What follows belongs to an exercise in optimizing a design on an open flow for small area and a short achievable clock period; a production flow would make more cautious choices. The RTL was checked by simulation tests, not by an equivalence proof against the original design. Power and IR drop assume default switching activity.

==> flow/design.v (excerpt) <==
module xbee_rx (
    input  wire       clk,
    input  wire       rst,         
    input  wire       wr_valid,
    input  wire [7:0] wr_data,
    input  wire       run,
    input  wire [1:0] mode,        
    input  wire       flush,
    output reg  [5:0] avail,
    output reg        out_valid,
    output reg  [1:0] out_kind,
    output reg  [7:0] out_data
);
clock: 6.0 ns
lec_check: 0
cap_margin: 20
core_margin: 2
core_utilization: 55
cts_buf_list: sky130_fd_sc_hd__clkbuf_16
cts_cluster_diameter: 80
cts_cluster_size: 28
setup_slack_margin: 3.8
slew_margin: 20
run.sh (not shown) runs the stock make flow with config.mk's settings and CLKGATE_MAP_FILE= SYNTH_SCRIPT=/design/flow/synth_recipe.tcl, a recipe that flattens the netlist after the stock synthesis.
==> next run, changes <==
--- a/flow/config.mk
+++ b/flow/config.mk
@@ -12,2 +12,2 @@
-export CTS_CLUSTER_DIAMETER = 80
-export CTS_CLUSTER_SIZE = 28
+export CTS_CLUSTER_DIAMETER = 100
+export CTS_CLUSTER_SIZE = 32
After rerunning: Global-route usage goes down by 0.23 points. Utilization decreases by 0.60 points. Routed wire length fell by about 1%. Cell count fell by about 0.7%. Via count shrinks by about 1.3%. Worst setup slack stays flat.
==> next run, changes <==
==> flow/flow/run.sh (new file) <==
#!/bin/bash
# Own layout flow: the standard ORFS flow (standard.sh), with two changes.
#  - Synthesis maps the logic with ORFS's ABC speed script less its last
#    buffering and up-sizing steps; the resizer later sizes the gates
#    against the placed layout instead. Registers are untouched.
#  - Clock tree synthesis inserts no dummy load cells.
# Each tool's output goes to ORFS's logs under orfs/logs; the output of
# standard.sh itself goes to standard.log here.
set -euo pipefail
W=$(pwd)
rm -rf "$W/scripts"
cp -r "$FLOW_HOME/scripts" "$W/scripts"
head -n -5 "$FLOW_HOME/scripts/abc_speed.script" > "$W/scripts/abc_speed.script"
echo "topo" >> "$W/scripts/abc_speed.script"
export SCRIPTS_DIR="$W/scripts"
export CTS_ARGS="-sink_clustering_enable -repair_clock_nets -dont_use_dummy_load -buf_list sky130_fd_sc_hd__clkbuf_16 -sink_clustering_size 28 -sink_clustering_max_diameter 80"
bash standard.sh > "$W/standard.log" 2>&1
==> flow/standard.sh (new file) <==
#!/bin/bash
# synth_recipe.tcl (not shown) runs the flow's synth.tcl, then flattens the netlist and writes it again
# the make line also repeats each setting of config.mk as NAME=value (left out here)
make -C /OpenROAD-flow-scripts/flow DESIGN_CONFIG=/design/flow/config.mk WORK_HOME=/design/flow/orfs CLKGATE_MAP_FILE= SYNTH_SCRIPT=/design/flow/synth_recipe.tcl "${@:-finish}"
--- a/flow/config.mk
+++ b/flow/config.mk
@@ -12,2 +12,2 @@
-export CTS_CLUSTER_DIAMETER = 100
-export CTS_CLUSTER_SIZE = 32
+export CTS_CLUSTER_DIAMETER = 80
+export CTS_CLUSTER_SIZE = 28
removed: flow/run.sh
What happened:
- design area increases slightly
- synthesized area decreases slightly
- synthesized cell count decreases by a few percent
- routed wire length increases by a few percent
- die area decreases slightly
- via count increases by a few percent
- total power increases slightly


## quartz
xbee_rx, a different RTL version from the one above (not shown whole).
Size in the first run: roughly 32 I/O pins, about 13000 sq um of cells after synthesis.
Settings: LEC_CHECK=0, CAP_MARGIN=20, CORE_MARGIN=2, CORE_UTILIZATION=30, SETUP_SLACK_MARGIN=3.0, SLEW_MARGIN=20; clock period 6.0 ns.
Stock flow here: none of the scripts above is used.
quartz reached the final stage; the timing, design-rule and antenna checks on its layout passed.
#### Input delta (cedar over quartz)
- CTS_CLUSTER_SIZE newly set to 20
- SETUP_SLACK_MARGIN changed from 3.0 to 3.8
- CTS_BUF_LIST newly set to sky130_fd_sc_hd__clkbuf_8
==> summary.txt <==
- In cedar, the routing usage on met1 came out 0.65 points above the value in quartz.
- Between cedar and quartz, it is cedar whose net total in the final layout is higher, by 55.
- In the tables for quartz and cedar, worst hold margin reads higher with cedar.
- [compare] base=quartz new=cedar: die boundary width ~0 delta, fraction of met2 tracks used by global routing +1.2 points.
- The clock share of power in cedar was lower than what quartz gave.
- Looking at critical path arrival, cedar sits 0.57 ns lower than quartz does.
For onyx, these inputs were changed with respect to cedar:
- CTS_CLUSTER_DIAMETER: unset -> 100
- CORE_UTILIZATION: 30 -> 55
- CTS_CLUSTER_SIZE: 20 -> 32
- CTS_BUF_LIST: sky130_fd_sc_hd__clkbuf_8 -> sky130_fd_sc_hd__clkbuf_16
Findings:
Between onyx and cedar, the worst hold margin figures differ only marginally. When onyx is set beside cedar, its sequential portion of the cell area turns out to be 4.4 points larger. In the metrics for onyx and cedar, the one carrying the higher clock distribution area overhead in the final layout is cedar. Higher global router's overall resource usage among onyx and cedar: onyx. The higher total length of routed met2 wires of onyx and cedar is in cedar. In the tables for onyx and cedar, part of the total power dissipated in combinational logic reads lower with cedar. Per the comparison of onyx with cedar, total routed wirelength shows a reduction of 9.5%, wire length of the first global-routing pass shows a reduction of 7.0%, routability-driven placement congestion ratio shows an increase of 0.077.
### onyx -> violet
- CORE_UTILIZATION now 30, was 55
- CTS_CLUSTER_SIZE no longer set, was 32
- CTS_CLUSTER_DIAMETER no longer set, was 100
- CTS_BUF_LIST no longer set, was sky130_fd_sc_hd__clkbuf_16
[summary]
- Comparing violet and onyx, the higher post-route clock period utilization is on violet.
- Compared with onyx, violet shows a higher internal power.
- Delta (violet minus onyx): worst hold slack lost 0.0054 ns, sequential cell area share lower, count of cells along the worst register-to-register path saw a decrease.
- Going from onyx to violet, worst voltage drop across the vdd grid increased about 15%; met1 track utilization from global routing decreased 13 points.
- Looking at relative contribution of the clock network to total power, violet sits above onyx.
- Going from onyx to violet, the met2 layer wire length in the routed design was found to have gone up by 440 um.
- violet ends up with a clock tree buffer count of the final layout that is 31 higher than in onyx.


before:
xbee_rx, a different RTL version from the one above (not shown whole).
Size in the first run: ~320 flip-flops, roughly 32 I/O pins, roughly 0.013 mm2 of cells after synthesis.
==> flow/config.mk <==
export PLATFORM = sky130hd
export DESIGN_NAME = xbee_rx
export DESIGN_NICKNAME = xbee_rx
export VERILOG_FILES = /design/flow/design.v
export SDC_FILE = /design/flow/constraint.sdc
export NUM_CORES = 4
export LEC_CHECK = 0
export CAP_MARGIN = 20
export CORE_MARGIN = 2
export CORE_UTILIZATION = 55
export CTS_BUF_LIST = sky130_fd_sc_hd__clkbuf_16
export CTS_CLUSTER_DIAMETER = 100
export CTS_CLUSTER_SIZE = 32
export SETUP_SLACK_MARGIN = 3.8
export SLEW_MARGIN = 20
==> flow/constraint.sdc <==
create_clock -name core_clock -period 6.0 [get_ports {clk}]
set_input_delay 1.2000 -clock core_clock [delete_from_list [all_inputs] [get_ports {clk}]]
set_output_delay 1.2000 -clock core_clock [all_outputs]
set_load 0.01 [all_outputs]
Modified inputs, after compared to before
Settings: swapping 20 for 5 in CAP_MARGIN; swapping 20 for 5 in SLEW_MARGIN.
Notes after the runs:
- Looking at the reports, after completed the entire flow and the layout it produced met the timing, design-rule and antenna checks.
- Comparing before against after, there is no change at all in cell count of the worst hold path.
- Reported for after and before, time the worst path needs with I/O delays and setup turned out identical to the last digit.
- after and before ended up with nearly the same required time at the worst-slack endpoint.
- Final area: before vs after identical
- The power after layout was comparable across after and before.
- As far as area occupied by multi-input gates goes, before and after are indistinguishable; the numbers are identical.

static timing again, ports no longer ideal:
In the flow no input, the clock included, has a driving cell. The finished layouts below were timed again as built, in two steps. Step 1 assumes that a clkbuf_16 drives the clock port and a buf_2 every other input. Step 2 also shifts input and output timing later by t, the mid clock arrival at the registers, as if the neighbouring blocks saw the same clock. Three values: no drivers, after step 1, after step 2; two values: the first two.
run | t, ns | slack for setup (ns) | worst setup path at the end | latest minus earliest clock arrival (ns) | worst data-port slew with drivers (ns)
the first run of note 1 | 0.552 | 3.784 / 3.717 / 3.164 | input to register | 0.019 / 0.019 | 0.26
the second run of note 1 | 0.542 | 3.786 / 3.710 / 3.167 | input to register | 0.026 / 0.025 | 0.26
the third run of note 1 | 0.530 | 3.731 / 3.645 / 3.115 | input to register | 0.068 / 0.067 | 0.21
quartz | 0.546 | 3.080 / 3.033 / 2.644 | input to register | 0.015 / 0.015 | 0.05
cedar | 0.621 | 3.648 / 3.606 / 3.166 | input to register | 0.024 / 0.023 | 0.08
onyx | 0.544 | 3.737 / 3.737 / 3.330 | input to register | 0.037 / 0.037 | 0.15
violet | 0.561 | 3.717 / 3.670 / 3.318 | input to register | 0.016 / 0.016 | 0.18
before | 0.546 | 3.745 / 3.732 / 3.187 | input to register | 0.024 / 0.025 | 0.20
after | 0.546 | 3.745 / 3.732 / 3.187 | input to register | 0.024 / 0.025 | 0.20
After both steps setup and hold are still met in every run listed. For the first run of note 1, which loses most, drivers alone change the setup slack by -0.067 ns; drivers and shift together by -0.620 ns.
